Source: an optimization exercise on an open RTL-to-GDS flow (aim: small area, a short achievable clock period and few clock cycles per item). Production flows keep margins and buffers that such runs may drop.
RTL that was checked went through simulation tests only; none was proved equivalent to the original.
Function not checked in runs 2 to 6: the RTL went through the layout flow alone.
Power is estimated from default activity; no workload was simulated.

==> design/flow/design.v <==
module calc_alu64 (
  input  wire        clk,
  input  wire        rst,
  input  wire        in_valid,
  output wire        in_ready,
  input  wire [1:0]  op,         
  input  wire [63:0] a,
  input  wire [63:0] b,
  output reg         out_valid,
  output reg  [63:0] result
);
  localparam OP_ADD = 2'd0, OP_SUB = 2'd1, OP_MUL = 2'd2, OP_DIV = 2'd3;
  reg        busy;
  reg [1:0]  op_r;
  reg [5:0]  cnt;
  reg [63:0] x;      
  reg [63:0] y;      
  reg [63:0] acc;    
  assign in_ready = ~busy;
  wire accept = in_valid & ~busy;
  wire [63:0] mul_acc_n = y[0] ? acc + x : acc;
  wire [64:0] rem_sh   = {acc, x[63]};
  wire [64:0] rem_diff = rem_sh - {1'b0, y};
  wire        q_bit    = ~rem_diff[64];
  wire [63:0] rem_n    = q_bit ? rem_diff[63:0] : rem_sh[63:0];
  wire [63:0] quo_n    = {x[62:0], q_bit};
  always @(posedge clk) begin
    if (rst) begin
      busy      <= 1'b0;
      out_valid <= 1'b0;
    end else if (accept) begin
      out_valid <= 1'b0;
      op_r      <= op;
      cnt       <= 6'd0;
      case (op)
        OP_ADD: begin
          result    <= a + b;
          out_valid <= 1'b1;
        end
        OP_SUB: begin
          result    <= a - b;
          out_valid <= 1'b1;
        end
        OP_MUL: begin
          x    <= a;
          y    <= b;
          acc  <= 64'd0;
          busy <= 1'b1;
        end
        default: begin
          if (b == 64'd0) begin
            result    <= 64'd0;
            out_valid <= 1'b1;
          end else begin
            x    <= a;
            y    <= b;
            acc  <= 64'd0;
            busy <= 1'b1;
          end
        end
      endcase
    end else if (busy) begin
      out_valid <= 1'b0;
      cnt       <= cnt + 6'd1;
      if (op_r == OP_MUL) begin
        acc <= mul_acc_n;
        x   <= {x[62:0], 1'b0};
        y   <= {1'b0, y[63:1]};
        if (cnt == 6'd63) begin
          result    <= mul_acc_n;
          out_valid <= 1'b1;
          busy      <= 1'b0;
        end
      end else begin
        acc <= rem_n;
        x   <= quo_n;
        if (cnt == 6'd63) begin
          result    <= quo_n;
          out_valid <= 1'b1;
          busy      <= 1'b0;
        end
      end
    end else begin
      out_valid <= 1'b0;
    end
  end
endmodule
==> design/flow/run.sh <==
#!/bin/bash
# synth_recipe.tcl (not shown) runs the flow's synth.tcl, then flattens the netlist and writes it again
# the make line also repeats each setting of config.mk as NAME=value (left out here)
make -C /OpenROAD-flow-scripts/flow DESIGN_CONFIG=/design/flow/config.mk WORK_HOME=/design/flow/orfs CLKGATE_MAP_FILE= SYNTH_SCRIPT=/design/flow/synth_recipe.tcl finish
==> design/flow/config.mk <==
export PLATFORM = sky130hd
export DESIGN_NAME = calc_alu64
export DESIGN_NICKNAME = calc_alu64
export VERILOG_FILES = /design/flow/design.v
export SDC_FILE = /design/flow/constraint.sdc
export NUM_CORES = 4
export LEC_CHECK = 0
export CAP_MARGIN = 20
export CORE_MARGIN = 2
export CORE_UTILIZATION = 40
export PLACE_DENSITY = 0.6
export SLEW_MARGIN = 20
==> design/flow/constraint.sdc <==
create_clock -name core_clock -period 10.0 [get_ports {clk}]
set_input_delay 2.0000 -clock core_clock [delete_from_list [all_inputs] [get_ports {clk}]]
set_output_delay 2.0000 -clock core_clock [all_outputs]
set_load 0.01 [all_outputs]
==> out/qor.yml, run 1 <==
power_and_ir_drop:
  internal_power_mw: 2.71
  ir_worst_vdd_uv: 97.0
  leakage_nw: 11.6
  p_sw_share_pct: 36.4
  power.net_switching_mw: 1.55
  share_clk_of_total_power_pct: 31.9
  seqPwrFrac_pct: 32.3
  combPwrFrac_pct: 35.8
  power_density_nw_per_um2: 148
place:
  place_worst_setup_slack_ps: 1490
  port-buffer-count: 198
  finalWeightedCongestion: 0.973
  place.detailed.hpwl_um: 72200
  postPlaceCellArea_sq_um: 27600
yosys:
  synth-seq-cells: 266
  synth_area_in_adders_pct: 9.84
  yosys-mux-area-fraction_pct: 2.15
  ys_types: 104
  main_combinational_cell_family_by_area_after_synthesis: "compound AO/OA/AOI/OAI gates"
  syn_area_per_cell_sq_um: 8.34
  netlist_area_sq_um: 25000
  ys_seq_area_share_pct: 31.8
  simple_gate_fraction_of_synth_area_pct: 17.6
  asyncSetResetFlopFracSynth_pct: 0
  synth_nets: 3328
  syn_inst: 3000
  synth-main-ff-cell: "edfxtp_1"
  synth-xor-area-share_pct: 8.39
  synth_edf_count: 264
  yosysWarningCount: 1
  synth_compound_area_share_pct: 25.8
clock_tree:
  clk_root_buffer_cell: "clkbuf_16"
  tritoncts_num_sinks: 266
  cts_tree: "yes"
  number_of_h_tree_branching_levels: 2
  cts.repair.resized: 0
  cts_made_buffers: 36
  clock_path_buffers: 3
  ctsHoldBuffers: 0
  cts_post_setup_buffers_inserted: 0
  clkLatencyLatePin_ps: 580
  path_clk_slew_ps: 60
grt:
  gr-total-overflow: 0
  vias_in_the_first_global_route: 23100
  grt_pass1_wl_um: 143000
  globalRouteTotalUtil_pct: 29.1
  number_of_antenna_violations_at_the_first_check_in_global_routing: 2
  maximum_number_of_pins_on_one_net_before_global_route_repair: 122
finish:
  final_design_area_no_fill_sq_um: 28800
  fillerInstances: 5985
  utilization_pct: 46.6
  final_common_cell: "nand2_1"
  nets: 3425
  drive_gt1_share_pct: 4.77
  layout.cells.most_common_list: "nand2_1 (467), a21oi_1 (285), edfxtp_1 (264)"
  area_growth_pct: 15.2
sta:
  worst_hold_slack_ps: 608
  finalCriticalPeriod_ps: 8200
  grt_setup_unrepaired: "no"
  setup_viol: 0
  clock_skew_ps: 31.1
  setup-tns-final_ps: 0
  slew_viol_final: 0
  timing.slew.headroom_pct: 27.9
  worst_setup_slack_final_ps: 1800
  post-route-period-util_pct: 82.0
  tightest_slew_ps: 1080
  endpoints_failing_hold: 0
  max_freq_ghz: 0.122
worst_setup_path:
  max_stage_delay_ps: 750
  critPathCaptureType: "register"
  worstSetupPathType: "in2reg"
  worst_ep_required_time_ps: 10300
  path_cells: "clkdlybuf4s50_1, inv_1, ha_1, nand2b_1, nor4_4, buf_4, nor4b_2, a21oi_1, xnor2_1, ha_1, nand2_1, or4_1, o22ai_1, a31oi_1, o31ai_1, a31o_1, a21o_1, a41oi_1, xnor2_1, o211ai_1"
  cp.arrival_ps: 8500
  path_max_fanout: 7
  crit_slowest_cell: "nor4b_2"
  setup.worst_path.start_class: "input pin"
run_status:
  run_status: "timing/DRC/antenna clean"
floorplan:
  fp-row-count: 91
  die_x_um: 254
  top_level_ports: 199
  die_boundary_height_um: 254
  floorplan.die_area_sq_um: 64600
  start_util_pct: 40.5
  fp.coreArea_sq_um: 61800
detailed_routing:
  drcViolationCount: 0
  drt_pass1_iterations: 6
  final_wl_um: 95700
  vias: 24400
  initialDrtViolationCount: 2642
  detail_route.wl_per_cell_um: 24.2
  route.antenna.remaining_nets: 0
  vias_per_cell: 6.16
worst_hold_path:
  timing.hold.worst.class: "reg2reg"
flow_run:
  maxCapViolations: 0
[area by class of cell]
cell class,instances,area (sq um),area share [%]
flip-flops and latches,266,7970,27.6
well taps,837,1050,3.63
repair buffers,218,2140,7.44
inverters,122,458,1.59
diodes,3,7.51,0.0260
clock inverters,17,221,0.768
clock buffers,47,963,3.34
multi-input cells,2453,16000,55.6
[registers in the layout, summed over array words and instances, names as in the netlist]
register and count:
acc 64, result 64, x 64, y 64, cnt 6, op_r 2, busy 1, out_valid 1
[critical path, delay by kind of cell]
family / cells / cell delay, ps
xor+xnor: 2 / 450
compound gates: 8 / 2500
simple gates: 5 / 2060
buf+inv: 3 / 870
fa+ha+maj: 2 / 610
[per-layer routing]
layer | wire (um) | vias to the layer above | track usage, %
met2 | 41700 | 1199 | 45.1
met5 | 0 | - | 0
met3 | 8600 | 179 | 4.97
met4 | 3180 | 0 | 9.45
li1 | - | 11200 | -
met1 | 42200 | 11800 | 41.1
[logic make-up after synthesis]
kind of cell,after synthesis
mux,52
fa+ha+maj,195
compound gates,1006
buf+inv,281
xor+xnor,238
simple gates,962
flops,266
[through the flow]
step / total power, mW / cells
2_1_floorplan: 2.42 / 3000
3_3_place_gp: 2.87 / 3896
3_5_place_dp: 2.88 / 3896
4_1_cts: 4.25 / 3960
5_1_grt: 4.46 / 3961
6_report: 4.27 / 3963
[power groups by stage]
stage	registers, mW	logic (mW)	clock network, mW
floorplan	1.38	1.04	0
global placement	1.40	1.47	0
detailed placement	1.40	1.48	0
CTS	1.38	1.49	1.38
global route	1.38	1.66	1.42
finish	1.38	1.53	1.36
[synth_stat cells, drive strengths merged, types with 7 or more instances]
| cell | n | share of area (%) |
|---|---|---|
| o211ai | 23 | 0.71 |
| and2 | 11 | 0.28 |
| inv | 121 | 1.8 |
| nor2 | 200 | 3.0 |
| nor2b | 21 | 0.53 |
| clkbuf | 124 | 1.9 |
| o31ai | 23 | 0.79 |
| edfxtp | 264 | 32 |
| o41ai | 7 | 0.38 |
| xnor2 | 132 | 4.6 |
| nand4 | 48 | 1.2 |
| a221o | 10 | 0.40 |
| o22ai | 37 | 0.93 |
| nand2b | 20 | 0.50 |
| mux2 | 13 | 0.59 |
| buf | 35 | 0.74 |
| or3 | 23 | 0.60 |
| o31a | 9 | 0.32 |
| nor3b | 7 | 0.23 |
| a31oi | 39 | 1.0 |
| o221ai | 11 | 0.41 |
| o21ai | 232 | 4.7 |
| a22oi | 33 | 0.99 |
| a21o | 130 | 3.9 |
| and3 | 20 | 0.50 |
| mux2i | 39 | 1.6 |
| nor4 | 11 | 0.40 |
| nand3 | 41 | 0.86 |
| ha | 192 | 9.6 |
| and4 | 7 | 0.25 |
| a21boi | 8 | 0.24 |
| o21a | 29 | 0.93 |
| a211oi | 22 | 0.74 |
| xor2 | 106 | 3.8 |
| a21oi | 290 | 5.9 |
| nor3 | 54 | 1.2 |
| nand2 | 471 | 7.1 |
| o21bai | 45 | 1.4 |
[worst paths after layout]
check                                           from                     to  slack (ps)  depth (start not counted)
worst max-delay path                            b[0]   result[63]$_DFFE_PP_        1800                         20
worst max register to register        y[0]$_DFFE_PP_  acc[44]$_SDFFCE_PP0P_        4170                         16
worst min register to register  cnt[0]$_SDFFCE_PP0P_   cnt[0]$_SDFFCE_PP0P_         610                          1
worst min-delay path            cnt[0]$_SDFFCE_PP0P_   cnt[0]$_SDFFCE_PP0P_         610                          1
Testbench counts, summed over its fixed seeds: cycles 152,397, items 4,800.
==> run 2, diff against run 1 <==
==> design/flow/design.v (replaced) <==
module calc_alu64 (
  input  wire        clk,
  input  wire        rst,
  input  wire        in_valid,
  output wire        in_ready,
  input  wire [1:0]  op,         
  input  wire [63:0] a,
  input  wire [63:0] b,
  output reg         out_valid,
  output wire [63:0] result
);
  localparam OP_ADD = 2'd0, OP_SUB = 2'd1, OP_MUL = 2'd2, OP_DIV = 2'd3;
  localparam K = 2;                   
  reg        rdy;      
  reg        v;        
  reg        busy;     
  reg [1:0]  opr;
  reg [6:0]  cnt;      
  reg [63:0] X;        
  reg [66:0] Y;        
  reg [63:0] R;        
  assign in_ready = rdy;
  assign result   = R;
  function automatic [6:0] lod64(input [63:0] x);    
    reg [63:0] vv;
    reg [383:0] pp;      
    integer lvl, i;
    begin
      vv = x;
      pp = 384'd0;
      for (lvl = 0; lvl < 6; lvl = lvl + 1) begin
        for (i = 0; i < (32 >> lvl); i = i + 1) begin
          if (vv[2*i+1]) begin
            pp[6*i +: 6] = pp[6*(2*i+1) +: 6] | (6'd1 << lvl);
          end else begin
            pp[6*i +: 6] = pp[6*(2*i) +: 6];
          end
          vv[i] = vv[2*i+1] | vv[2*i];
        end
      end
      lod64 = {vv[0], pp[5:0]};
    end
  endfunction
  wire [6:0] la = lod64(X);
  wire [6:0] lb = lod64(Y[63:0]);
  wire       za = ~la[6];
  wire       zb = ~lb[6];
  wire [6:0] dpos = {1'b0, la[5:0]} - {1'b0, lb[5:0]};    
  wire       b_longer = dpos[6];                          
  wire        inv  = opr[0];
  wire [67:0] asum = {4'd0, X} + {1'b0, Y ^ {67{inv}}} + {67'd0, inv};
  wire        q    = asum[67] | ~inv;    
  wire [63:0] pp0 = Y[0] ? X : 64'd0;
  wire [63:0] pp1 = Y[1] ? {X[62:0], 1'b0} : 64'd0;
  wire [63:0] cs_s = R ^ pp0 ^ pp1;
  wire [63:0] cs_c = (R & pp0) | (R & pp1) | (pp0 & pp1);
  wire [63:0] msum = cs_s + {cs_c[62:0], 1'b0};
  wire [3:0]  sh4     = dpos[5:2];
  wire [66:0] ybase   = {Y[63:0], 3'b000};
  wire [66:0] yshift  = ybase << {sh4, 2'b00};
  wire        div_q0  = zb | za | b_longer;        
  wire [6:0]  div_n   = {1'b0, sh4, 2'b00} + 7'd4;  
  wire mul_mode = ~opr[0];    
  always @(posedge clk) begin
    out_valid <= 1'b0;
    if (rst) begin
      rdy  <= 1'b1;
      v    <= 1'b0;
      busy <= 1'b0;
    end else begin
      v <= rdy & in_valid;
      if (v) begin
        case (opr)
          OP_ADD, OP_SUB: begin
            R         <= asum[63:0];
            out_valid <= 1'b1;
          end
          OP_MUL: begin
            R    <= 64'd0;
            busy <= 1'b1;
            if (b_longer) begin
              X <= Y[63:0];
              Y <= {3'b000, X};
            end
            rdy <= za | zb | ((b_longer ? la[5:0] : lb[5:0]) < K);
          end
          default: begin
            R <= 64'd0;
            if (div_q0) begin
              out_valid <= 1'b1;
              rdy       <= 1'b1;
            end else begin
              Y    <= yshift;
              cnt  <= div_n;
              busy <= 1'b1;
              rdy  <= 1'b0;
            end
          end
        endcase
      end else if (busy) begin
        if (mul_mode) begin
          R   <= msum;
          X   <= {X[63-K:0], {K{1'b0}}};
          Y   <= {{K{1'b0}}, Y[66:K]};
          rdy <= (Y[63:2*K] == 0);
        end else begin
          R   <= {R[62:0], q};
          if (q) X <= asum[63:0];
          Y   <= {1'b0, Y[66:1]};
          cnt <= cnt - 7'd1;
          rdy <= (cnt == 7'd2);
        end
        if (rdy) begin
          out_valid <= 1'b1;
          busy      <= 1'b0;
        end
      end
      if (rdy) begin
        X   <= a;
        Y   <= {3'b000, b};
        opr <= op;
        rdy <= ~(in_valid & op[1]);
      end
    end
  end
endmodule
==> run 2 against run 1 <==
  * Still clean on timing, DRC and antenna
  * Power rose by 35%
  * Maximum frequency increased by 7.7%
  * Final cell count rose by 5.7%
  * Combinational power grew 110%
  * Synthesized cell count is 9.8% higher
  * Setup slack better by 590 ps
  * Highest routed layer unchanged
==> out/qor.yml, run 2 <==
detailed_routing:
  detail_route.wl_per_cell_um: 28.0  # was 24.2 um
  initialDrtViolationCount: 3695  # was 2,642
  met3_wire_len_um: 13600  # was 8600 um
  wl_met1_um: 50300  # was 42,200 um
  vias_per_cell: 6.51  # was 6.16
  drt_pass1_iterations: 7  # was 6
  vias: 27300  # was 24.4k
  highest_layer: "met4"  # unchanged
  route.antenna.remaining_nets: 0  # unchanged
  met2RoutedLength_um: 48300  # was 41,700 um
  drcViolationCount: 0  # unchanged
  final_wl_um: 117000  # was 95,700 um
yosys:
  synth_edf_count: 204  # was 264
  netlist_area_sq_um: 26200  # was 25,000 sq um
  ys_seq_area_share_pct: 23.7  # was 31.8%
  synth_common_cells: "nand2_1 (374), a21oi_1 (328), nor2_1 (250)"  # was nand2_1 (470), a21oi_1 (285), edfxtp_1 (264)
  asyncSetResetFlopFracSynth_pct: 0  # unchanged
  synthDominantCellAreaShare_pct: 23.4  # was 31.7%
  yosysMostFrequentCell: "nand2_1"  # unchanged
  yosys.area.top_type: "edfxtp_1"  # unchanged
  ys_types: 90  # was 104
  synth_nets: 3626  # was 3,328
  syn_area_per_cell_sq_um: 7.96  # was 8.34 sq um
  yosysWarningCount: 1  # unchanged
  synth.top_cells.by_area: "edfxtp_1 (23%), ha_1 (6.4%), a21oi_1 (6.3%)"  # was edfxtp_1 (32%), ha_1 (9.6%), nand2_1 (7.1%)
  synth-seq-cells: 208  # was 266
  synth-main-ff-cell: "edfxtp_1"  # unchanged
  syn_inst: 3294  # was 3,000
finish:
  area_growth_pct: 13.6  # was 15.2%
  largest_register_ff_count: 67
  top_register: "Y"
  layout.cells.most_common_list: "nand2_1 (373), a21oi_1 (328), nor2_1 (243)"  # was nand2_1 (467), a21oi_1 (285), edfxtp_1 (264)
  layout_top_registers: "Y: 67 flops, R: 64 flops, X: 64 flops"
  final_common_cell: "nand2_1"  # unchanged
  drive_gt1_share_pct: 5.37  # was 4.77%
  nets: 3640  # was 3,425
power_and_ir_drop:
  ir_worst_vdd_uv: 160  # was 97.0 uV
  leakage_nw: 11.9  # was 11.6 nW
  power_density_nw_per_um2: 193  # was 148 nW/um^2
sta:
  grt_setup_unrepaired: "no"  # unchanged
  post-route-period-util_pct: 76.1  # was 82.0%
  clock_skew_ps: 25.6  # was 31.1 ps
  worst_setup_slack_final_ps: 2390  # was 1800 ps
  setup-tns-final_ps: 0  # unchanged
  tightest_slew_ps: 1230  # was 1080 ps
  slew_viol_final: 0  # unchanged
  endpoints_failing_hold: 0  # unchanged
  timing.slew.headroom_pct: 18.0  # was 27.9%
  setup_viol: 0  # unchanged
  max_freq_ghz: 0.131  # was 0.122 GHz
  finalCriticalPeriod_ps: 7610  # was 8200 ps
clock_tree:
  cts_tree: "yes"  # unchanged
  tritoncts_num_sinks: 208  # was 266
  path_clk_slew_ps: 60  # about the same
  clkLatencyLatePin_ps: 620  # was 580 ps
  number_of_h_tree_branching_levels: 1  # was 2
  ctsHoldBuffers: 0  # unchanged
  clk_root_buffer_cell: "clkbuf_16"  # unchanged
  clock_path_buffers: 3  # unchanged
  cts.repair.resized: 0  # unchanged
  cts_post_setup_buffers_inserted: 0  # unchanged
  cts_made_buffers: 30  # was 36
place:
  place.detailed.hpwl_um: 86400  # was 72,200 um
  port-buffer-count: 198  # unchanged
  place_worst_setup_slack_ps: 2760  # was 1490 ps
  finalWeightedCongestion: 1.00  # was 0.973
grt:
  gr-total-overflow: 0  # unchanged
  globalRouteTotalUtil_pct: 33.6  # was 29.1%
  vias_in_the_first_global_route: 25200  # was 23.1k
  number_of_antenna_violations_at_the_first_check_in_global_routing: 2  # unchanged
  maximum_number_of_pins_on_one_net_before_global_route_repair: 152  # was 122
  grt_pass1_wl_um: 170000  # was 143,000 um
floorplan:
  die_x_um: 260  # was 254 um
  fp-row-count: 93  # was 91
  start_util_pct: 40.5  # about the same
  top_level_ports: 199  # unchanged
  fp.coreArea_sq_um: 64700  # was 61,800 sq um
  floorplan.die_area_sq_um: 67600  # was 64,600 sq um
  die_boundary_height_um: 260  # was 254 um
worst_setup_path:
  rrSetupSlack_ps: 2390  # was 4170 ps
  path_max_fanout: 44  # was 7
  timing.reg2reg.worst_path_depth: 19  # was 16
  crit_slowest_cell: "inv_2"  # was nor4b_2
  worstSetupPathType: "reg2reg"  # was in2reg
  worst_ep_required_time_ps: 10370  # was 10,300 ps
  regToRegEndpoint: "Y[53]$_DFFE_PP_"  # was acc[44]$_SDFFCE_PP0P_
  critical_path.n_buffers_inverters: 3  # unchanged
  path_cells: "nor4_1, nand2_1, o311ai_0, a2111oi_0, o31a_1, o311ai_0, o41ai_1, o211a_1, ha_1, or2_2, a21oi_1, inv_1, nand3_1, nand2_2, inv_2, buf_4, mux4_2, a221o_1, a221o_1"  # was clkdlybuf4s50_1, inv_1, ha_1, nand2b_1, nor4_4, buf_4, nor4b_2, a21oi_1, xnor2_1, ha_1, nand2_1, or4_1, o22ai_1, a31oi_1, o31ai_1, a31o_1, a21o_1, a41oi_1, xnor2_1, o211ai_1
  critPathCaptureType: "register"  # unchanged
  setup.worst_path.start_class: "register"  # was input pin
  cp.arrival_ps: 7980  # was 8500 ps
  cpLargestDelayFamily: "compound AO/OA/AOI/OAI gates"  # unchanged
  regToRegStartpoint: "Y[14]$_DFFE_PP_"  # was y[0]$_DFFE_PP_
  max_stage_delay_ps: 680  # was 750 ps
worst_hold_path:
  timing.hold.worst.class: "reg2reg"  # unchanged
  hold_path.startpoint: "busy$_SDFFE_PP0P_"  # was cnt[0]$_SDFFCE_PP0P_
  worst_hold_path.num_cells: 2  # was 1
  worst_hold_path.endpoint: "rdy$_SDFF_PP1_"  # was cnt[0]$_SDFFCE_PP0P_
run_status:
  run_status: "timing/DRC/antenna clean"  # unchanged
flow_run:
  maxCapViolations: 0  # unchanged
-- run 2: area by class of cell --
class | count | area, sq um
fillers | 6531 | 34900
diodes | 2 | 5.00
clock inverters | 25 | 362
inverters | 151 | 571
multi-input cells | 2674 | 18500
repair buffers | 243 | 2340
clock buffers | 31 | 754
well taps | 855 | 1070
flip-flops and latches | 208 | 6210
-- run 2: logic make-up (layout without fill, tap and decap cells) --
family	Yosys count	after routing	share of synthesized area [%]
buffers and inverters	412	450	6.17
muxes	150	150	7.05
other	0	2	0
AOI/OAI and AO/OA	1092	1092	26.6
adders and majority gates	199	199	11.3
and+or+nand+nor	1040	1040	18.7
xor gates and xnor gates	193	193	6.44
DFF	208	208	23.7
-- run 2: worst reg2reg max path, delay by kind of cell (launching register included) --
kind / cells / cell delay, ps
buffers and inverters: 3 / 1450
multiplexers: 1 / 450
AO/OA/AOI/OAI: 9 / 2630
AND/OR/NAND/NOR: 5 / 1790
flip-flops: 1 / 660
adder cells (fa/ha/maj): 1 / 390
-- run 2: how the worst max path moves through the flow --
| stage | startpoint | endpoint | slack (ps) | cells past startpoint |
|---|---|---|---|---|
| 3_3_place_gp | Y[14]$_DFFE_PP_ | Y[53]$_DFFE_PP_ | 2830 | 19 |
| 6_report | Y[14]$_DFFE_PP_ | Y[53]$_DFFE_PP_ | 2390 | 19 |
| 4_1_cts | Y[14]$_DFFE_PP_ | Y[53]$_DFFE_PP_ | 2740 | 19 |
| 2_1_floorplan | rst | X[0]$_DFFE_PP_ | 1550 | 3 |
| 5_1_grt | Y[6]$_DFFE_PP_ | Y[53]$_DFFE_PP_ | 2220 | 19 |
| 3_5_place_dp | Y[10]$_DFFE_PP_ | Y[53]$_DFFE_PP_ | 2760 | 19 |
-- run 2: layer usage --
layer  up-vias  track usage, %
met1     13200            48.6
li1      12100               -
met3       285            7.62
met5         -               0
met2      1640            48.3
met4         0            13.0
-- run 2: through the flow --
| step | power, mW | area, sq um | hold slack [ps] | utilization, % | std cells |
|---|---|---|---|---|---|
| global placement | 4.40 | 28700 | 504 | 44.3 | 4131 |
| finish | 5.76 | 29800 | 538 | 46.0 | 4189 |
| floorplan | 3.44 | 26200 | 485 | - | 3294 |
| detailed placement | 4.39 | 28700 | 512 | 44.3 | 4131 |
| global route | 6.03 | 29800 | 560 | 46.0 | 4188 |
| CTS | 5.65 | 29800 | 524 | 46.0 | 4187 |
-- run 2: where the power goes --
group | switching, mW | internal, mW | total [mW]
combinational | 1.96 | 1.21 | 3.17
sequential | 0.243 | 1.09 | 1.34
clock | 0.493 | 0.758 | 1.25
total | 2.69 | 3.06 | 5.76
==> run 3, diff against run 2 <==
==> design/flow/design.v (replaced) <==
module calc_alu64 (
  input  wire        clk,
  input  wire        rst,
  input  wire        in_valid,
  output wire        in_ready,
  input  wire [1:0]  op,         
  input  wire [63:0] a,
  input  wire [63:0] b,
  output reg         out_valid,
  output wire [63:0] result
);
  localparam OP_ADD = 2'd0, OP_SUB = 2'd1, OP_MUL = 2'd2, OP_DIV = 2'd3;
  reg        rdy;      
  reg        v;        
  reg        e1;       
  reg        ms;       
  reg        ds;       
  reg [1:0]  opr;
  reg        inv;      
  reg [3:0]  sh;       
  reg [6:0]  cnt;      
  reg [67:0] X;        
  reg [66:0] Y;        
  reg [63:0] R;        
  assign in_ready = rdy;
  assign result   = R;
  function automatic [63:0] smear(input [63:0] x);    
    reg [63:0] s;
    integer k;
    begin
      s = x;
      for (k = 1; k < 64; k = k * 2)
        s = s | (s >> k);
      smear = s;
    end
  endfunction
  wire [63:0] sa = smear(X[63:0]);
  wire [63:0] sb = smear(Y[63:0]);
  wire        b_longer = |(sb & ~sa);
  wire        zb = ~sb[0];
  function automatic [5:0] lod64(input [63:0] x);
    reg [63:0] vv;
    reg [383:0] pp;      
    integer lvl, i;
    begin
      vv = x;
      pp = 384'd0;
      for (lvl = 0; lvl < 6; lvl = lvl + 1) begin
        for (i = 0; i < (32 >> lvl); i = i + 1) begin
          if (vv[2*i+1])
            pp[6*i +: 6] = pp[6*(2*i+1) +: 6] | (6'd1 << lvl);
          else
            pp[6*i +: 6] = pp[6*(2*i) +: 6];
          vv[i] = vv[2*i+1] | vv[2*i];
        end
      end
      lod64 = pp[5:0];
    end
  endfunction
  wire [5:0] pa = lod64(X[63:0]);
  wire [5:0] pb = lod64(Y[63:0]);
  wire [5:0] dpos = pa - pb;             
  wire [67:0] asum = X + ({1'b0, Y} ^ {68{inv}}) + {67'd0, inv};
  wire        q    = ~asum[67];          
  wire [63:0] pp0  = Y[0] ? X[63:0] : 64'd0;
  wire [63:0] pp1  = Y[1] ? {X[62:0], 1'b0} : 64'd0;
  wire [63:0] cs_s = R ^ pp0 ^ pp1;
  wire [63:0] cs_c = (R & pp0) | (R & pp1) | (pp0 & pp1);
  wire [63:0] msum = cs_s + {cs_c[62:0], 1'b0};
  wire [66:0] yshift = {Y[63:0], 3'b000} << {sh, 2'b00};
  wire addsub = ~opr[1];
  wire is_mul = (opr == OP_MUL);
  wire div_q0 = zb | b_longer;           
  always @(posedge clk) begin
    if (rst) begin
      rdy       <= 1'b1;
      v         <= 1'b0;
      e1        <= 1'b0;
      ms        <= 1'b0;
      ds        <= 1'b0;
      out_valid <= 1'b0;
    end else begin
      v         <= rdy & in_valid;
      e1        <= v & ~addsub & ~is_mul & ~div_q0;
      ms        <= (v & is_mul) | (ms & ~rdy);
      ds        <= e1 | (ds & ~rdy);
      out_valid <= (v & (addsub | (~is_mul & div_q0))) | ((ms | ds) & rdy);
      if (rdy)
        rdy <= ~(in_valid & op[1]);
      else if (v)
        rdy <= is_mul ? ((X[63:2] == 62'd0) | (Y[63:2] == 62'd0)) : div_q0;
      else if (ms)
        rdy <= (Y[63:4] == 60'd0);
      else if (ds)
        rdy <= (cnt == 7'd2);
      else
        rdy <= 1'b0;    
    end
  end
  always @(posedge clk) begin
    if (rdy) begin
      opr <= op;
      inv <= op[0];
    end else if (ds) begin
      inv <= q;
    end
    sh  <= dpos[5:2];
    cnt <= ds ? cnt - 7'd1 : {1'b0, sh, 2'b00} + 7'd4;
    if (rdy) begin
      X <= {4'd0, a};
      Y <= {3'd0, b};
    end else if (v & is_mul & b_longer) begin
      X <= {4'd0, Y[63:0]};
      Y <= {3'd0, X[63:0]};
    end else if (e1) begin
      Y <= yshift;
    end else if (ms) begin
      X <= {X[65:0], 2'b00};
      Y <= {2'b00, Y[66:2]};
    end else if (ds) begin
      X <= asum;
      Y <= {1'b0, Y[66:1]};
    end
    if (v | e1)
      R <= (v & addsub) ? asum[63:0] : 64'd0;
    else if (ds)
      R <= {R[62:0], q};
    else
      R <= msum;
  end
endmodule
--- a/design/flow/config.mk
+++ b/design/flow/config.mk
@@ -6,7 +6,9 @@
 export NUM_CORES = 4
 export LEC_CHECK = 0
+export ABC_CLOCK_PERIOD_IN_PS = 3000
 export CAP_MARGIN = 20
 export CORE_MARGIN = 2
 export CORE_UTILIZATION = 40
 export PLACE_DENSITY = 0.6
+export SETUP_SLACK_MARGIN = 5
 export SLEW_MARGIN = 20
==> run 3 against run 2 <==
  * Die area is 3.1% higher
  * Critical path depth is 3 lower
  * Sequential share of layout area fell by 2.4 points
  * Via count up 5.5%
  * Hold slack worse by 58 ps
  * Register-to-register slack improved by 2700 ps
  * Power grew 92%
  * Clock power barely moved
  * Global-route usage shrank 0.72 points
  * First-iteration DRC count is 2.1% higher
  * Final area up 4.0%
  * Wire length rose by 2.3%
  * Largest power group unchanged
==> out/qor.yml, run 3 <==
run_status:
  run_status: "timing/DRC/antenna clean"  # unchanged
sta:
  max_freq_ghz: 0.204  # was 0.131 GHz
  worst_hold_slack_ps: 480  # was 538 ps
  finalCriticalPeriod_ps: 4900  # was 7610 ps
  tightest_slew_ps: 1080  # was 1230 ps
  post-route-period-util_pct: 49.0  # was 76.1%
  slew_viol_final: 0  # unchanged
  clock_skew_ps: 35.1  # was 25.6 ps
  endpoints_failing_hold: 0  # unchanged
  setup_viol: 0  # unchanged
  timing.slew.headroom_pct: 27.9  # was 18.0%
  grt_setup_unrepaired: "yes"  # was no
  setup-tns-final_ps: 0  # unchanged
detailed_routing:
  detail_route.wl_per_cell_um: 26.2  # was 28.0 um
  vias_per_cell: 6.28  # was 6.51
  final_wl_um: 120000  # was 117,000 um
  drcViolationCount: 0  # unchanged
  vias: 28800  # was 27.3k
  route.antenna.remaining_nets: 0  # unchanged
  drt_pass1_iterations: 6  # was 7
  initialDrtViolationCount: 3771  # was 3,695
power_and_ir_drop:
  power_density_nw_per_um2: 356  # was 193 nW/um^2
  leakage_nw: 12.9  # was 11.9 nW
  ir_worst_vdd_uv: 181  # was 160 uV
grt:
  globalRouteTotalUtil_pct: 32.9  # was 33.6%
  maximum_number_of_pins_on_one_net_before_global_route_repair: 102  # was 152
  number_of_antenna_violations_at_the_first_check_in_global_routing: 3  # was 2
  grt_pass1_wl_um: 175000  # was 170,000 um
  gr-total-overflow: 0  # unchanged
  vias_in_the_first_global_route: 26500  # was 25.2k
yosys:
  asyncSetResetFlopFracSynth_pct: 0  # unchanged
  netlist_area_sq_um: 27100  # was 26,200 sq um
  synth_nets: 4044  # was 3,626
  ys_types: 85  # was 90
  synth.top_cells.by_area: "edfxtp_1 (15%), nand2_1 (6.9%), o21ai_0 (6.6%)"  # was edfxtp_1 (23%), ha_1 (6.4%), a21oi_1 (6.3%)
  yosysWarningCount: 1  # unchanged
  yosys.area.top_type: "edfxtp_1"  # unchanged
  synth-main-ff-cell: "edfxtp_1"  # unchanged
  synth_edf_count: 131  # was 204
  syn_inst: 3709  # was 3,294
  ys_seq_area_share_pct: 21.0  # was 23.7%
  syn_area_per_cell_sq_um: 7.30  # was 7.96 sq um
  synthDominantCellAreaShare_pct: 14.5  # was 23.4%
  yosysMostFrequentCell: "nand2_1"  # unchanged
  synth-seq-cells: 219  # was 208
  synth_common_cells: "nand2_1 (499), o21ai_0 (359), a21oi_1 (299)"  # was nand2_1 (374), a21oi_1 (328), nor2_1 (250)
finish:
  nets: 4016  # was 3,640
  layout.cells.most_common_list: "nand2_1 (495), o21ai_0 (353), a21oi_1 (295)"  # was nand2_1 (373), a21oi_1 (328), nor2_1 (243)
  largest_register_ff_count: 68  # was 67
  utilization_pct: 46.2  # was 46.0%
  final_common_cell: "nand2_1"  # unchanged
  drive_gt1_share_pct: 6.23  # was 5.37%
  layout_top_registers: "X: 68 flops, Y: 67 flops, R: 64 flops"  # was Y: 67 flops, R: 64 flops, X: 64 flops
  finalNonFillerCells: 4580  # was 4,189
  area_growth_pct: 14.4  # was 13.6%
  top_register: "X"  # was Y
floorplan:
  die_boundary_height_um: 264  # was 260 um
  die_x_um: 264  # was 260 um
  start_util_pct: 40.4  # was 40.5%
  fp.coreArea_sq_um: 67000  # was 64,700 sq um
  floorplan.die_area_sq_um: 69800  # was 67,600 sq um
  top_level_ports: 199  # unchanged
  fp-row-count: 95  # was 93
clock_tree:
  clock_path_buffers: 3  # unchanged
  cts_made_buffers: 31  # was 30
  path_clk_slew_ps: 70  # was 60 ps
  clk_root_buffer_cell: "clkbuf_16"  # unchanged
  tritoncts_num_sinks: 219  # was 208
  cts_tree: "yes"  # unchanged
  clkLatencyLatePin_ps: 630  # was 620 ps
  number_of_h_tree_branching_levels: 1  # unchanged
flow_run:
  maxCapViolations: 0  # unchanged
worst_setup_path:
  cp.arrival_ps: 5230  # was 7980 ps
  startpoint: "inv$_DFFE_PP_"  # was Y[14]$_DFFE_PP_
  worstSetupPathType: "reg2reg"  # unchanged
  setup.worst_path.start_class: "register"  # unchanged
  regToRegStartpoint: "inv$_DFFE_PP_"  # was Y[14]$_DFFE_PP_
  path_max_fanout: 26  # was 44
  critPathCaptureType: "register"  # unchanged
  worst_ep_required_time_ps: 10330  # was 10,370 ps
place:
  place.detailed.hpwl_um: 90000  # was 86,400 um
  port-buffer-count: 198  # unchanged
  finalWeightedCongestion: 0.993  # was 1.00
  placed_instances: 4506  # was 4,131
worst_hold_path:
  hold_path.startpoint: "cnt[0]$_SDFF_PN0_"  # was busy$_SDFFE_PP0P_
  timing.hold.worst.class: "reg2reg"  # unchanged
## run 3: changes by cell type after synthesis, moves of 30 or more
cell,delta
dfxtp_1,+84
o21ai_0,+139
edfxtp_1,-73
clkbuf_1,+67
o21ai_1,+30
and2_1,-56
nand2_1,+125
inv_1,+94
mux2i_1,+36
## run 3: critical path, stage by stage (launching register included)
cell and delay (ps):
edfxtp_1 380, clkbuf_8 270, buf_16 250, xor2_1 170
ha_1 370, nor2b_1 170, o31a_1 280, o221ai_1 410
a21oi_1 160, o21ai_0 420, a211o_1 300, a21oi_1 160
o21ai_1 450, mux2i_1 450, o211ai_1 120, o21ai_0 110
o21ai_1 70
## run 3: what timing repair did
item	4_1_cts	5_1_grt
setup buffers	0	11
resized for setup	48	38
setup endpoints to repair	252	199
pin swaps	0	7
hold buffers	0	0
cloned	1	3
## run 3: kinds of logic (layout without fill, tap and decap cells)
logic type	count (synthesis)	count (layout)	share of synthesized area (%)
AOI/OAI and AO/OA	1206	1206	27.4
xor gates and xnor gates	190	190	6.15
muxes	162	162	6.24
buffers and inverters	574	571	8.33
DFF	219	219	21.0
and+or+nand+nor	1156	1156	19.7
other	0	1	0
adders and majority gates	202	202	11.1
## run 3: report_power, final
part,total [mW],internal (mW),switching (mW)
Sequential,1.94,1.30,0.639
Clock,1.24,0.744,0.500
Combinational,7.85,3.11,4.73
Total,11.0,5.16,5.87
## run 3: final cells by class
type | instances | area, sq um
antenna | 1 | 2.50
clock inverter | 26 | 314
multi-input combinational | 2916 | 19400
inverter | 245 | 920
sequential | 219 | 5710
clock buffer | 32 | 779
tap | 873 | 1090
timing repair buffer | 268 | 2720
fill | 6876 | 36100
## run 3: stage by stage
| step | total power, mW | setup slack, ps | area, sq um |
|---|---|---|---|
| 2_1_floorplan | 7.01 | 4920 | 27100 |
| 3_3_place_gp | 9.39 | 4020 | 29300 |
| 3_5_place_dp | 9.39 | 4000 | 29300 |
| 4_1_cts | 10.7 | 4980 | 30600 |
| 5_1_grt | 11.8 | 4980 | 31000 |
| 6_report | 11.0 | 5100 | 31000 |
## run 3: layer usage
layer / vias to the layer above / wire [um] / track usage, %
li1: 13200 / - / -
met5: - / 10 / 0
met4: 2 / 4180 / 10.3
met1: 13800 / 54600 / 50.2
met2: 1550 / 49200 / 46.9
met3: 211 / 12200 / 5.06
## run 3: final timing paths
check                            to  cells after the start  slack, ps
setup reg to reg    X[60]$_DFFE_PP_                     16       5100
hold reg to reg   cnt[0]$_SDFF_PN0_                      1        480
setup / recovery    X[60]$_DFFE_PP_                     16       5100
hold / removal    cnt[0]$_SDFF_PN0_                      1        480
==> run 4, diff against run 3 <==
--- a/design/flow/config.mk
+++ b/design/flow/config.mk
@@ -6,9 +6,7 @@
 export NUM_CORES = 4
 export LEC_CHECK = 0
-export ABC_CLOCK_PERIOD_IN_PS = 3000
 export CAP_MARGIN = 20
 export CORE_MARGIN = 2
 export CORE_UTILIZATION = 40
 export PLACE_DENSITY = 0.6
-export SETUP_SLACK_MARGIN = 5
 export SLEW_MARGIN = 20
==> run 4 against run 3 <==
  * Still clean on timing, DRC and antenna
  * Clock power is essentially flat
  * Critical path depth shrank 1
  * Wire length shrank 1.1%
  * Global-route usage is 0.14 points lower
  * Via count fell by 0.65%
  * Synthesized area unchanged
  * Critical path type unchanged
  * Largest cell class unchanged
  * Largest power group unchanged
==> out/qor.yml, run 4 <==
place:
  placed_instances: 4506  # unchanged
  place.detailed.hpwl_um: 90000  # unchanged
  port-buffer-count: 198  # unchanged
  place_worst_setup_slack_ps: 4000  # unchanged
  postPlaceCellArea_sq_um: 29300  # unchanged
  finalWeightedCongestion: 0.993  # unchanged
clock_tree:
  cts.repair.resized: 0  # was 48
  cts_tree: "yes"  # unchanged
  ctsHoldBuffers: 0  # unchanged
  tritoncts_num_sinks: 219  # unchanged
  cts_post_setup_buffers_inserted: 0  # unchanged
  number_of_h_tree_branching_levels: 1  # unchanged
  path_clk_slew_ps: 60  # was 70 ps
  clkLatencyLatePin_ps: 630  # about the same
  clk_root_buffer_cell: "clkbuf_16"  # unchanged
  clock_path_buffers: 3  # unchanged
  cts_made_buffers: 31  # unchanged
worst_setup_path:
  timing.reg2reg.worst_path_depth: 15  # was 16
  worstSetupPathType: "reg2reg"  # unchanged
  setup_crit_end: "X[58]$_DFFE_PP_"  # was X[60]$_DFFE_PP_
  cp.arrival_ps: 6500  # was 5230 ps
  rrSetupSlack_ps: 3830  # was 5100 ps
  regToRegEndpoint: "X[58]$_DFFE_PP_"  # was X[60]$_DFFE_PP_
  setup.worst_path.start_class: "register"  # unchanged
  critPathCaptureType: "register"  # unchanged
  path_max_fanout: 101  # was 26
  startpoint: "Y[53]$_DFFE_PP_"  # was inv$_DFFE_PP_
  regToRegStartpoint: "Y[53]$_DFFE_PP_"  # was inv$_DFFE_PP_
  worst_ep_required_time_ps: 10320  # was 10,330 ps
grt:
  number_of_antenna_violations_at_the_first_check_in_global_routing: 2  # was 3
  gr-usage-met2_pct: 46.7  # was 46.9%
  vias_in_the_first_global_route: 26400  # was 26.5k
  grt_pass1_wl_um: 174000  # was 175,000 um
  maximum_number_of_pins_on_one_net_before_global_route_repair: 102  # unchanged
  grt_util_met1_pct: 50.0  # was 50.2%
  gr-total-overflow: 0  # unchanged
  globalRouteTotalUtil_pct: 32.8  # was 32.9%
  gr-usage-met3_pct: 5.16  # was 5.06%
  busiest_layer: "met1"  # unchanged
yosys:
  yosysWarningCount: 1  # unchanged
  synth_common_cells: "nand2_1 (499), o21ai_0 (359), a21oi_1 (299)"  # unchanged
  synth-xor-area-share_pct: 6.15  # unchanged
  asyncSetResetFlopFracSynth_pct: 0  # unchanged
  yosysMostFrequentCell: "nand2_1"  # unchanged
  syn_inst: 3709  # unchanged
  netlist_area_sq_um: 27100  # unchanged
  synth-main-ff-cell: "edfxtp_1"  # unchanged
  yosys.area.top_type: "edfxtp_1"  # unchanged
  synth_nets: 4044  # unchanged
  ys_types: 85  # unchanged
  synth.top_cells.by_area: "edfxtp_1 (15%), nand2_1 (6.9%), o21ai_0 (6.6%)"  # unchanged
  ys_seq_area_share_pct: 21.0  # unchanged
  yosys-mux-area-fraction_pct: 6.24  # unchanged
  synth_edf_count: 131  # unchanged
  syn_area_per_cell_sq_um: 7.30  # unchanged
  synth_area_in_adders_pct: 11.1  # unchanged
  main_combinational_cell_family_by_area_after_synthesis: "compound AO/OA/AOI/OAI gates"  # unchanged
  synthDominantCellAreaShare_pct: 14.5  # unchanged
  synth-seq-cells: 219  # unchanged
  synth_compound_area_share_pct: 27.4  # unchanged
  simple_gate_fraction_of_synth_area_pct: 19.7  # unchanged
detailed_routing:
  vias: 28600  # was 28.8k
  detail_route.wl_per_cell_um: 26.0  # was 26.2 um
  drt_pass1_iterations: 6  # unchanged
  initialDrtViolationCount: 3713  # was 3,771
  vias_per_cell: 6.26  # was 6.28
  drcViolationCount: 0  # unchanged
  route.antenna.remaining_nets: 0  # unchanged
  final_wl_um: 119000  # was 120,000 um
worst_hold_path:
  timing.hold.worst.class: "reg2reg"  # unchanged
sta:
  slew_viol_final: 0  # unchanged
  finalCriticalPeriod_ps: 6170  # was 4900 ps
  tightest_slew_ps: 1090  # was 1080 ps
  worst_hold_slack_ps: 477  # was 480 ps
  setup-tns-final_ps: 0  # unchanged
  setup_viol: 0  # unchanged
  max_freq_ghz: 0.162  # was 0.204 GHz
  clock_skew_ps: 37.6  # was 35.1 ps
  post-route-period-util_pct: 61.7  # was 49.0%
  grt_setup_unrepaired: "no"  # was yes
  worst_setup_slack_final_ps: 3830  # was 5100 ps
  timing.slew.headroom_pct: 27.5  # was 27.9%
  endpoints_failing_hold: 0  # unchanged
finish:
  layout_top_registers: "X: 68 flops, Y: 67 flops, R: 64 flops"  # unchanged
  drive_gt1_share_pct: 4.80  # was 6.23%
  nets: 4001  # was 4,016
  finalNonFillerCells: 4565  # was 4,580
  fillerInstances: 6910  # was 6,876
  final_common_cell: "nand2_1"  # unchanged
  final_design_area_no_fill_sq_um: 30400  # was 31,000 sq um
  utilization_pct: 45.3  # was 46.2%
  largest_register_ff_count: 68  # unchanged
  top_register: "X"  # unchanged
  area_growth_pct: 12.1  # was 14.4%
  layout.cells.most_common_list: "nand2_1 (496), o21ai_0 (359), a21oi_1 (299)"  # was nand2_1 (495), o21ai_0 (353), a21oi_1 (295)
  ff_latch_area_sq_um: 5710  # unchanged
  multi_input_area_sq_um: 19100  # was 19,400 sq um
floorplan:
  die_x_um: 264  # unchanged
  fp.coreArea_sq_um: 67000  # unchanged
  die_boundary_height_um: 264  # unchanged
  fp-row-count: 95  # unchanged
  floorplan.die_area_sq_um: 69800  # unchanged
  start_util_pct: 40.4  # unchanged
  top_level_ports: 199  # unchanged
power_and_ir_drop:
  power_density_nw_per_um2: 359  # was 356 nW/um^2
  leakage_nw: 12.7  # was 12.9 nW
  ir_worst_vdd_uv: 181  # about the same
  post-layout-total-power_mw: 10.9  # was 11.0 mW
flow_run:
  maxCapViolations: 0  # unchanged
run_status:
  run_status: "timing/DRC/antenna clean"  # unchanged
==> run 4: cell counts after synthesis <==
No cell type changed its count.
==> run 4: area by class of cell <==
cell class	instances	area share, %
Antenna cell	1	0.00824
Clock buffer	32	2.57
Clock inverter	26	1.03
Inverter	245	3.03
Multi-Input combinational cell	2916	63.1
Sequential cell	219	18.8
Tap cell	873	3.60
Timing Repair Buffer	253	7.89
==> run 4: layer usage <==
metal	routed length, um	up-vias
met3	12100	200
met1	54400	13700
met2	48200	1574
li1	-	13100
met4	3970	2
met5	12	-
==> run 4: where the power goes <==
part           internal (mW)  total, mW  switching [mW]  leakage, nW
clock network          0.744       1.24           0.501        0.535
logic                   3.05       7.73            4.68         10.1
registers               1.30       1.93           0.626         2.10
==> run 4: how the worst min path moves through the flow <==
stage | from | end | cells after the start
floorplan | cnt[0]$_SDFF_PN0_ | cnt[0]$_SDFF_PN0_ | 1
global placement | cnt[0]$_SDFF_PN0_ | cnt[0]$_SDFF_PN0_ | 1
detailed placement | cnt[0]$_SDFF_PN0_ | cnt[0]$_SDFF_PN0_ | 1
CTS | cnt[0]$_SDFF_PN0_ | cnt[0]$_SDFF_PN0_ | 1
global route | X[67]$_SDFFE_PP0P_ | X[67]$_SDFFE_PP0P_ | 2
finish | cnt[0]$_SDFF_PN0_ | cnt[0]$_SDFF_PN0_ | 1
==> run 4: critical path, cell delays in order (launching register included) <==
cell	delay [ps]
edfxtp_1	580
nor4_1	700
nand4_2	470
nor2_1	420
inv_1	140
ha_1	210
a21oi_1	120
nand4_1	110
a2111oi_0	430
and4b_1	320
a31o_4	160
buf_4	790
buf_4	650
nand2_1	400
nor2_1	240
a21oi_1	90
==> run 4: kinds of logic (layout without fill, tap and decap cells) <==
kind of cell | count (synthesis) | in the layout
buffers and inverters | 574 | 556
and+or+nand+nor | 1156 | 1156
AOI/OAI and AO/OA | 1206 | 1206
adders and majority gates | 202 | 202
muxes | 162 | 162
other | 0 | 1
xor gates and xnor gates | 190 | 190
DFF | 219 | 219
==> run 5, diff against run 4 <==
==> design/flow/flow/run.sh (new file) <==
#!/bin/bash
set -euo pipefail
bash standard.sh SETUP_SLACK_MARGIN=6.4 finish > flow_make.log 2>&1
==> design/flow/standard.sh (new file) <==
#!/bin/bash
# synth_recipe.tcl (not shown) runs the flow's synth.tcl, then flattens the netlist and writes it again
# the make line also repeats each setting of config.mk as NAME=value (left out here)
make -C /OpenROAD-flow-scripts/flow DESIGN_CONFIG=/design/flow/config.mk WORK_HOME=/design/flow/orfs CLKGATE_MAP_FILE= SYNTH_SCRIPT=/design/flow/synth_recipe.tcl "${@:-finish}"
--- a/design/flow/config.mk
+++ b/design/flow/config.mk
@@ -6,7 +6,9 @@
 export NUM_CORES = 4
 export LEC_CHECK = 0
+export ABC_CLOCK_PERIOD_IN_PS = 3000
 export CAP_MARGIN = 20
 export CORE_MARGIN = 2
 export CORE_UTILIZATION = 40
 export PLACE_DENSITY = 0.6
+export SETUP_SLACK_MARGIN = 5
 export SLEW_MARGIN = 20
removed: design/flow/run.sh
==> run 5 against run 4 <==
  * Still clean
  * Wire length increased by 13%
  * Global-route usage increased by 3.8 points
  * Die area is the same
  * Critical path depth up 3
  * Maximum frequency up 40%
  * Sequential share of layout area down 3.6 points
  * Via count rose by 12%
  * Sequential power is 11% lower
  * Largest cell class unchanged
  * Highest routed layer unchanged
==> out/qor.yml, run 5 <==
power_and_ir_drop:
  leakage_nw: 15.7  # was 12.7 nW
  ir_worst_vdd_uv: 153  # was 181 uV
  power_density_nw_per_um2: 358  # was 359 nW/um^2
sta:
  setup-tns-final_ps: 0  # unchanged
  finalCriticalPeriod_ps: 4400  # was 6170 ps
  endpoints_failing_hold: 0  # unchanged
  post-route-period-util_pct: 44.0  # was 61.7%
  grt_setup_unrepaired: "yes"  # was no
  max_freq_ghz: 0.227  # was 0.162 GHz
  tightest_slew_ps: 1160  # was 1090 ps
  setup_viol: 0  # unchanged
  clock_skew_ps: 28.8  # was 37.6 ps
  slew_viol_final: 0  # unchanged
  timing.slew.headroom_pct: 22.6  # was 27.5%
place:
  place.detailed.hpwl_um: 85900  # was 90,000 um
  port-buffer-count: 198  # unchanged
  finalWeightedCongestion: 0.993  # about the same
yosys:
  yosysMostFrequentCell: "nand2_1"  # unchanged
  syn_area_per_cell_sq_um: 7.30  # unchanged
  synthDominantCellAreaShare_pct: 14.5  # unchanged
  syn_inst: 3709  # unchanged
  synth-main-ff-cell: "edfxtp_1"  # unchanged
  ys_seq_area_share_pct: 21.0  # unchanged
  yosysWarningCount: 1  # unchanged
  yosys.area.top_type: "edfxtp_1"  # unchanged
  synth-seq-cells: 219  # unchanged
  synth_common_cells: "nand2_1 (499), o21ai_0 (359), a21oi_1 (299)"  # unchanged
  netlist_area_sq_um: 27100  # unchanged
  synth_edf_count: 131  # unchanged
  synth.top_cells.by_area: "edfxtp_1 (15%), nand2_1 (6.9%), o21ai_0 (6.6%)"  # unchanged
  ys_types: 85  # unchanged
  asyncSetResetFlopFracSynth_pct: 0  # unchanged
  synth_nets: 4044  # unchanged
clock_tree:
  clock_path_buffers: 3  # unchanged
  cts_tree: "yes"  # unchanged
  clkLatencyLatePin_ps: 580  # was 630 ps
  cts_made_buffers: 34  # was 31
  ctsHoldBuffers: 0  # unchanged
  tritoncts_num_sinks: 219  # unchanged
  clk_root_buffer_cell: "clkbuf_16"  # unchanged
  number_of_h_tree_branching_levels: 2  # was 1
  path_clk_slew_ps: 60  # about the same
floorplan:
  fp.coreArea_sq_um: 67000  # unchanged
  fp-row-count: 95  # unchanged
  die_boundary_height_um: 264  # unchanged
  die_x_um: 264  # unchanged
  start_util_pct: 40.4  # unchanged
  floorplan.die_area_sq_um: 69800  # unchanged
  top_level_ports: 199  # unchanged
finish:
  nets: 4415  # was 4,001
  layout.cells.most_common_list: "nand2_1 (476), buf_4 (341), a21oi_1 (251)"  # was nand2_1 (496), o21ai_0 (359), a21oi_1 (299)
  diodes: 0  # was 1
  utilization_pct: 56.0  # was 45.3%
  layout_top_registers: "X: 68 flops, Y: 67 flops, R: 64 flops"  # unchanged
  largest_register_ff_count: 68  # unchanged
  final_common_cell: "nand2_1"  # unchanged
  drive_gt1_share_pct: 23.3  # was 4.80%
  area_growth_pct: 38.8  # was 12.1%
  top_register: "X"  # unchanged
worst_hold_path:
  timing.hold.worst.class: "reg2reg"  # unchanged
grt:
  maximum_number_of_pins_on_one_net_before_global_route_repair: 85  # was 102
  grt_pass1_wl_um: 193000  # was 174,000 um
  globalRouteTotalUtil_pct: 36.5  # was 32.8%
  number_of_antenna_violations_at_the_first_check_in_global_routing: 1  # was 2
  gr-total-overflow: 0  # unchanged
  vias_in_the_first_global_route: 29600  # was 26.4k
detailed_routing:
  vias: 31900  # was 28.6k
  final_wl_um: 134000  # was 119,000 um
  detail_route.wl_per_cell_um: 27.0  # was 26.0 um
  vias_per_cell: 6.42  # was 6.26
  drt_pass1_iterations: 6  # unchanged
  drcViolationCount: 0  # unchanged
  initialDrtViolationCount: 4365  # was 3,713
  route.antenna.remaining_nets: 0  # unchanged
worst_setup_path:
  setup.worst_path.start_class: "register"  # unchanged
  worst_ep_required_time_ps: 10460  # was 10,320 ps
  cp.arrival_ps: 4860  # was 6500 ps
  critPathCaptureType: "register"  # unchanged
  path_max_fanout: 8  # was 101
  worstSetupPathType: "reg2reg"  # unchanged
flow_run:
  maxCapViolations: 0  # unchanged
run_status:
  run_status: "timing/DRC/antenna clean"  # unchanged
==> run 5: cell counts after synthesis <==
No cell type changed its count.
==> run 5: cell type report <==
type	instances	area, sq um
clock buffers	44	971
clock inverters	17	208
fillers	6135	29500
inverters	245	923
multi-input cells	2930	22000
flip-flops and latches	219	5720
well taps	873	1090
repair buffers	650	6610
==> run 5: power by group <==
part           switching, mW  total [mW]  internal [mW]
Combinational           6.03        10.4           4.40
Sequential             0.403        1.71           1.30
Clock                  0.526        1.32          0.793
Total                   6.96        13.4           6.49
==> run 5: through the flow <==
| step | hold slack (ps) | area [sq um] | setup slack, ps | cells | power, mW |
|---|---|---|---|---|---|
| finish | 483 | 37600 | 5600 | 4978 | 13.4 |
| global route | 508 | 37600 | 5430 | 4978 | 14.2 |
| CTS | 473 | 36000 | 5670 | 4899 | 12.4 |
| detailed placement | 467 | 29400 | 4110 | 4490 | 9.57 |
| global placement | 456 | 29400 | 4150 | 4490 | 9.59 |
| floorplan | 433 | 27700 | 5900 | 3709 | 7.31 |
==> run 5: kinds of logic (layout without fill, tap and decap cells) <==
group,count (synthesis),in the layout,share of synthesized area (%)
flip-flops,219,219,21.0
multiplexers,162,162,6.24
XOR/XNOR,190,190,6.15
buffers and inverters,574,956,8.33
AO/OA/AOI/OAI,1206,1210,27.4
adder cells (fa/ha/maj),202,202,11.1
AND/OR/NAND/NOR,1156,1166,19.7
==> run 5: path summary, 6_finish.rpt <==
path,to,slack (ps),start,depth (start not counted)
max,R[54]$_DFF_P_,5600,Y[0]$_DFFE_PP_,18
min,cnt[0]$_SDFF_PN0_,480,cnt[0]$_SDFF_PN0_,1
max reg2reg,R[54]$_DFF_P_,5600,Y[0]$_DFFE_PP_,18
min reg2reg,cnt[0]$_SDFF_PN0_,480,cnt[0]$_SDFF_PN0_,1
==> run 5: worst max-delay path, cell delays in order (launching register included) <==
cell and delay, ps:
edfxtp_1 380, buf_12 190, buf_16 150, nand2_2 60
fa_1 510, inv_1 50, ha_2 330, a21oi_1 290
o21ai_4 110, a211oi_4 270, o2111ai_2 170, a211oi_2 330
a211oi_2 130, a211o_1 340, o31a_1 310, buf_4 160
xor2_1 150, a222oi_1 270, inv_1 80
==> run 5: timing repair <==
action                                  4_1_cts  5_1_grt
cloned                                       40        6
setup buffers                               308       72
endpoints found under the setup margin      332      324
pin swaps                                   122       94
resized for setup                           449      209
==> run 5: metal layers <==
| layer | vias up | track usage (%) | share of wire [%] |
|---|---|---|---|
| met2 | 2314 | 52.9 | 41 |
| met1 | 15100 | 51.5 | 41 |
| met5 | - | 0 | 0.013 |
| li1 | 14000 | - | - |
| met4 | 2 | 17.7 | 6.4 |
| met3 | 480 | 7.62 | 12 |
==> run 6, diff against run 5 <==
--- a/design/flow/design.v
+++ b/design/flow/design.v
@@ -23,4 +23,5 @@
   reg [66:0] Y;        
   reg [63:0] R;        
+  reg        yp;       
   assign in_ready = rdy;
   assign result   = R;
@@ -63,9 +64,17 @@
   wire [67:0] asum = X + ({1'b0, Y} ^ {68{inv}}) + {67'd0, inv};
   wire        q    = ~asum[67];          
-  wire [63:0] pp0  = Y[0] ? X[63:0] : 64'd0;
-  wire [63:0] pp1  = Y[1] ? {X[62:0], 1'b0} : 64'd0;
+  wire one0 = Y[0] ^ yp;
+  wire two0 = (Y[1] & ~Y[0] & ~yp) | (~Y[1] & Y[0] & yp);
+  wire neg0 = Y[1];
+  wire one1 = Y[2] ^ Y[1];
+  wire two1 = (Y[3] & ~Y[2] & ~Y[1]) | (~Y[3] & Y[2] & Y[1]);
+  wire neg1 = Y[3];
+  wire [63:0] m0   = ({64{one0}} & X[63:0]) | ({64{two0}} & {X[62:0], 1'b0});
+  wire [63:0] m1   = ({64{one1}} & X[63:0]) | ({64{two1}} & {X[62:0], 1'b0});
+  wire [63:0] pp0  = m0 ^ {64{neg0}};
+  wire [63:0] pp1  = {m1[61:0], 2'b00} ^ {64{neg1}};
   wire [63:0] cs_s = R ^ pp0 ^ pp1;
   wire [63:0] cs_c = (R & pp0) | (R & pp1) | (pp0 & pp1);
-  wire [63:0] msum = cs_s + {cs_c[62:0], 1'b0};
+  wire [63:0] msum = cs_s + {cs_c[62:0], neg0} + {63'd0, neg1};
   wire [66:0] yshift = {Y[63:0], 3'b000} << {sh, 2'b00};
   wire addsub = ~opr[1];
@@ -89,7 +98,7 @@
         rdy <= ~(in_valid & op[1]);
       else if (v)
-        rdy <= is_mul ? ((X[63:2] == 62'd0) | (Y[63:2] == 62'd0)) : div_q0;
+        rdy <= is_mul ? ((X[63:3] == 61'd0) | (Y[63:3] == 61'd0)) : div_q0;
       else if (ms)
-        rdy <= (Y[63:4] == 60'd0);
+        rdy <= (Y[63:7] == 57'd0);
       else if (ds)
         rdy <= (cnt == 7'd2);
@@ -106,4 +115,5 @@
     end
     sh  <= dpos[5:2];
+    yp  <= ms & Y[3];
     cnt <= ds ? cnt - 7'd1 : {1'b0, sh, 2'b00} + 7'd4;
     if (rdy) begin
@@ -116,6 +126,6 @@
       Y <= yshift;
     end else if (ms) begin
-      X <= {X[65:0], 2'b00};
-      Y <= {2'b00, Y[66:2]};
+      X <= {X[63:0], 4'b0000};
+      Y <= {4'b0000, Y[66:4]};
     end else if (ds) begin
       X <= asum;
==> design/flow/run.sh (new file) <==
#!/bin/bash
# synth_recipe.tcl (not shown) runs the flow's synth.tcl, then flattens the netlist and writes it again
# the make line also repeats each setting of config.mk as NAME=value (left out here)
make -C /OpenROAD-flow-scripts/flow DESIGN_CONFIG=/design/flow/config.mk WORK_HOME=/design/flow/orfs CLKGATE_MAP_FILE= SYNTH_SCRIPT=/design/flow/synth_recipe.tcl finish
removed: design/flow/flow/run.sh
removed: design/flow/standard.sh
==> run 6 against run 5 <==
  * Still clean on timing, DRC and antenna
  * Global-route usage decreased by 3.3 points
  * Via count up 1.1%
  * Synthesized cell count is 11% higher
  * Maximum frequency fell by 10%
  * Synthesized area up 9.5%
  * Final area fell by 7.9%
  * Setup slack worse by 510 ps
  * Sequential power rose by 17%
  * Clock skew grew 5.0 ps
  * Die area increased by 9.4%
  * First-iteration DRC count down 8.8%
  * Non-clock buffer count is 312 lower
  * Critical endpoint is now X[64]$_SDFFE_PP0P_
  * Largest cell class unchanged
  * Largest power group unchanged
  * Highest routed layer unchanged
==> out/qor.yml, run 6 <==
run_status:
  run_status: "timing/DRC/antenna clean"  # unchanged
place:
  place.detailed.hpwl_um: 95000  # was 85,900 um
  placed_instances: 4949  # was 4,490
  finalWeightedCongestion: 0.978  # was 0.993
  port-buffer-count: 198  # unchanged
yosys:
  syn_inst: 4135  # was 3,709
  syn_area_per_cell_sq_um: 7.17  # was 7.30 sq um
  synth-main-ff-cell: "edfxtp_1"  # unchanged
  synth_edf_count: 131  # unchanged
  yosys.area.top_type: "edfxtp_1"  # unchanged
  netlist_area_sq_um: 29600  # was 27,100 sq um
  synth_nets: 4471  # was 4,044
  ys_types: 83  # was 85
  synth.top_cells.by_area: "edfxtp_1 (13%), o21ai_0 (7.3%), nand2_1 (6.3%)"  # was edfxtp_1 (15%), nand2_1 (6.9%), o21ai_0 (6.6%)
  synth_common_cells: "nand2_1 (494), o21ai_0 (430), clkbuf_1 (351)"  # was nand2_1 (499), o21ai_0 (359), a21oi_1 (299)
  synthDominantCellAreaShare_pct: 13.3  # was 14.5%
  synth-seq-cells: 220  # was 219
  yosysWarningCount: 1  # unchanged
  yosysMostFrequentCell: "nand2_1"  # unchanged
  ys_seq_area_share_pct: 19.3  # was 21.0%
  asyncSetResetFlopFracSynth_pct: 0  # unchanged
clock_tree:
  clkLatencyLatePin_ps: 580  # about the same
  tritoncts_num_sinks: 220  # was 219
  cts_tree: "yes"  # unchanged
  ctsHoldBuffers: 0  # unchanged
  path_clk_slew_ps: 60  # about the same
  clk_root_buffer_cell: "clkbuf_16"  # unchanged
  clock_path_buffers: 3  # unchanged
  number_of_h_tree_branching_levels: 2  # unchanged
  cts_made_buffers: 34  # unchanged
sta:
  grt_setup_unrepaired: "yes"  # unchanged
  tightest_slew_ps: 1100  # was 1160 ps
  setup-tns-final_ps: 0  # unchanged
  setup_viol: 0  # unchanged
  endpoints_failing_hold: 0  # unchanged
  finalCriticalPeriod_ps: 4910  # was 4400 ps
  post-route-period-util_pct: 49.1  # was 44.0%
  timing.slew.headroom_pct: 26.3  # was 22.6%
  slew_viol_final: 0  # unchanged
  max_freq_ghz: 0.204  # was 0.227 GHz
  clock_skew_ps: 33.8  # was 28.8 ps
worst_setup_path:
  max_stage_delay_ps: 620  # was 510 ps
  setup.worst_path.start_class: "register"  # unchanged
  worst_ep_required_time_ps: 10490  # was 10,460 ps
  critPathCaptureType: "register"  # unchanged
  path_cells: "buf_8, buf_12, xor2_1, ha_1, nand4_1, nor3_2, nand2_1, a2111oi_1, buf_4, nor3_2, o2111ai_1, a221oi_2, o41ai_1, xor2_1, nor3_1, nor3_1"  # was buf_12, buf_16, nand2_2, fa_1, inv_1, ha_2, a21oi_1, o21ai_4, a211oi_4, o2111ai_2, a211oi_2, a211oi_2, a211o_1, o31a_1, buf_4, xor2_1, a222oi_1, inv_1
  worstSetupPathType: "reg2reg"  # unchanged
  crit_slowest_cell: "o41ai_1"  # was fa_1
  cp.arrival_ps: 5400  # was 4860 ps
  timing.reg2reg.worst_path_depth: 16  # was 18
  path_max_fanout: 43  # was 8
worst_hold_path:
  timing.hold.worst.class: "reg2reg"  # unchanged
  worst_hold_path.num_cells: 1  # unchanged
floorplan:
  die_boundary_height_um: 276  # was 264 um
  top_level_ports: 199  # unchanged
  start_util_pct: 40.5  # was 40.4%
  die_x_um: 276  # was 264 um
  floorplan.die_area_sq_um: 76300  # was 69,800 sq um
  fp-row-count: 99  # was 95
  fp.coreArea_sq_um: 73200  # was 67,000 sq um
finish:
  layout.cells.most_common_list: "nand2_1 (491), o21ai_0 (412), a21oi_1 (329)"  # was nand2_1 (476), buf_4 (341), a21oi_1 (251)
  layout_top_registers: "X: 68 flops, Y: 67 flops, R: 64 flops"  # unchanged
  drive_gt1_share_pct: 8.84  # was 23.3%
  top_register: "X"  # unchanged
  area_growth_pct: 16.7  # was 38.8%
  largest_register_ff_count: 68  # unchanged
  final_common_cell: "nand2_1"  # unchanged
  nets: 4438  # was 4,415
  fillerInstances: 7374  # was 6,135
  finalNonFillerCells: 5087  # was 4,978
  utilization_pct: 47.3  # was 56.0%
grt:
  globalRouteTotalUtil_pct: 33.3  # was 36.5%
  vias_in_the_first_global_route: 30100  # was 29.6k
  maximum_number_of_pins_on_one_net_before_global_route_repair: 226  # was 85
  grt_pass1_wl_um: 195000  # was 193,000 um
  number_of_antenna_violations_at_the_first_check_in_global_routing: 3  # was 1
  gr-total-overflow: 0  # unchanged
detailed_routing:
  vias: 32300  # was 31.9k
  initialDrtViolationCount: 3979  # was 4,365
  vias_per_cell: 6.35  # was 6.42
  final_wl_um: 134000  # about the same
  route.antenna.remaining_nets: 0  # unchanged
  detail_route.wl_per_cell_um: 26.2  # was 27.0 um
  drt_pass1_iterations: 6  # unchanged
  drcViolationCount: 0  # unchanged
power_and_ir_drop:
  combPwrFrac_pct: 78.6  # was 77.5%
  p_sw_share_pct: 54.1  # was 51.7%
  seqPwrFrac_pct: 12.8  # was 12.7%
  ir_worst_vdd_uv: 246  # was 153 uV
  post-layout-total-power_mw: 15.6  # was 13.4 mW
  internal_power_mw: 7.15  # was 6.49 mW
  share_clk_of_total_power_pct: 8.6  # was 9.8%
  power.net_switching_mw: 8.44  # was 6.96 mW
  power_density_nw_per_um2: 451  # was 358 nW/um^2
  leakage_nw: 13.8  # was 15.7 nW
flow_run:
  maxCapViolations: 0  # unchanged
[run 6: cell count changes in the layout (fill, tap and decap cells not counted), sizes merged, moves of 13 or more]
cell and change:
a21oi +36, xnor2 +55, nor2 +45, a21o -17, inv +14, nor2b -17
and2 -13, a211oi +21, buf -311, o21ai +39, a22oi +118, nand2 -15
nor3 +14, xor2 +21
[run 6: kinds of logic after synthesis]
group / count (synthesis) / synth area share [%]
xor gates and xnor gates: 266 / 7.86
AOI/OAI and AO/OA: 1457 / 30.9
and+or+nand+nor: 1163 / 17.6
DFF: 220 / 19.3
muxes: 154 / 5.36
adders and majority gates: 203 / 10.2
buffers and inverters: 672 / 8.78
[run 6: repair_timing]
item | CTS | global route
cloned | 7 | 7
setup buffers | 39 | 23
pin swaps | 12 | 22
gates resized for setup | 77 | 117
setup endpoints to repair | 316 | 276
[run 6: per-layer routing]
| metal | routed length (um) | part of all wire (%) | vias up | track usage (%) |
|---|---|---|---|---|
| met3 | 12600 | 9.4 | 310 | 5.84 |
| met5 | 10 | 0.0075 | - | 0 |
| met4 | 6500 | 4.9 | 2 | 14.8 |
| met2 | 59900 | 45 | 1857 | 53.5 |
| li1 | - | - | 14800 | - |
| met1 | 54600 | 41 | 15300 | 43.6 |
[run 6: final timing paths]
| check | startpoint | endpoint | slack (ps) |
|---|---|---|---|
| min reg2reg | cnt[0]$_SDFF_PN0_ | cnt[0]$_SDFF_PN0_ | 460 |
| min | cnt[0]$_SDFF_PN0_ | cnt[0]$_SDFF_PN0_ | 460 |
| max | inv$_DFFE_PP_ | X[64]$_SDFFE_PP0P_ | 5090 |
| max reg2reg | inv$_DFFE_PP_ | X[64]$_SDFFE_PP0P_ | 5090 |
[run 6: area by class of cell]
class                      count  area, sq um  area share [%]
antenna                        1         2.50         0.00723
clock buffer                  42          922            2.66
tap                          959         1200            3.47
clock inverter                19          278           0.803
inverter                     261          980            2.83
sequential                   220         5730            16.6
timing repair buffer         338         3480            10.1
multi-input combinational   3247        22000            63.6
[run 6: critical path: cells and delay by family, from the launching register on]
kind                     cells  cell delay (ps)
adder cells (fa/ha/maj)      1              460
buffers and inverters        3              830
AO/OA/AOI/OAI                4             1510
AND/OR/NAND/NOR              6             1170
XOR/XNOR                     2              380
flip-flops                   1              360
[run 6: metrics by stage]
stage          setup slack (ps)  hold WS [ps]  instance area (sq um)
3_3_place_gp               3450           445                  31800
4_1_cts                    5010           467                  33800
2_1_floorplan              4740           426                  29600
3_5_place_dp               3560           456                  31800
6_report                   5090           463                  34600
5_1_grt                    4960           500                  34600
[run 6: power groups by stage]
stage | registers (mW) | logic, mW | clock network [mW]
2_1_floorplan | 1.59 | 8.32 | 0
3_3_place_gp | 2.04 | 11.1 | 0
3_5_place_dp | 2.03 | 11.0 | 0
4_1_cts | 1.99 | 11.5 | 1.35
5_1_grt | 2.03 | 13.4 | 1.38
6_report | 2.00 | 12.3 | 1.34
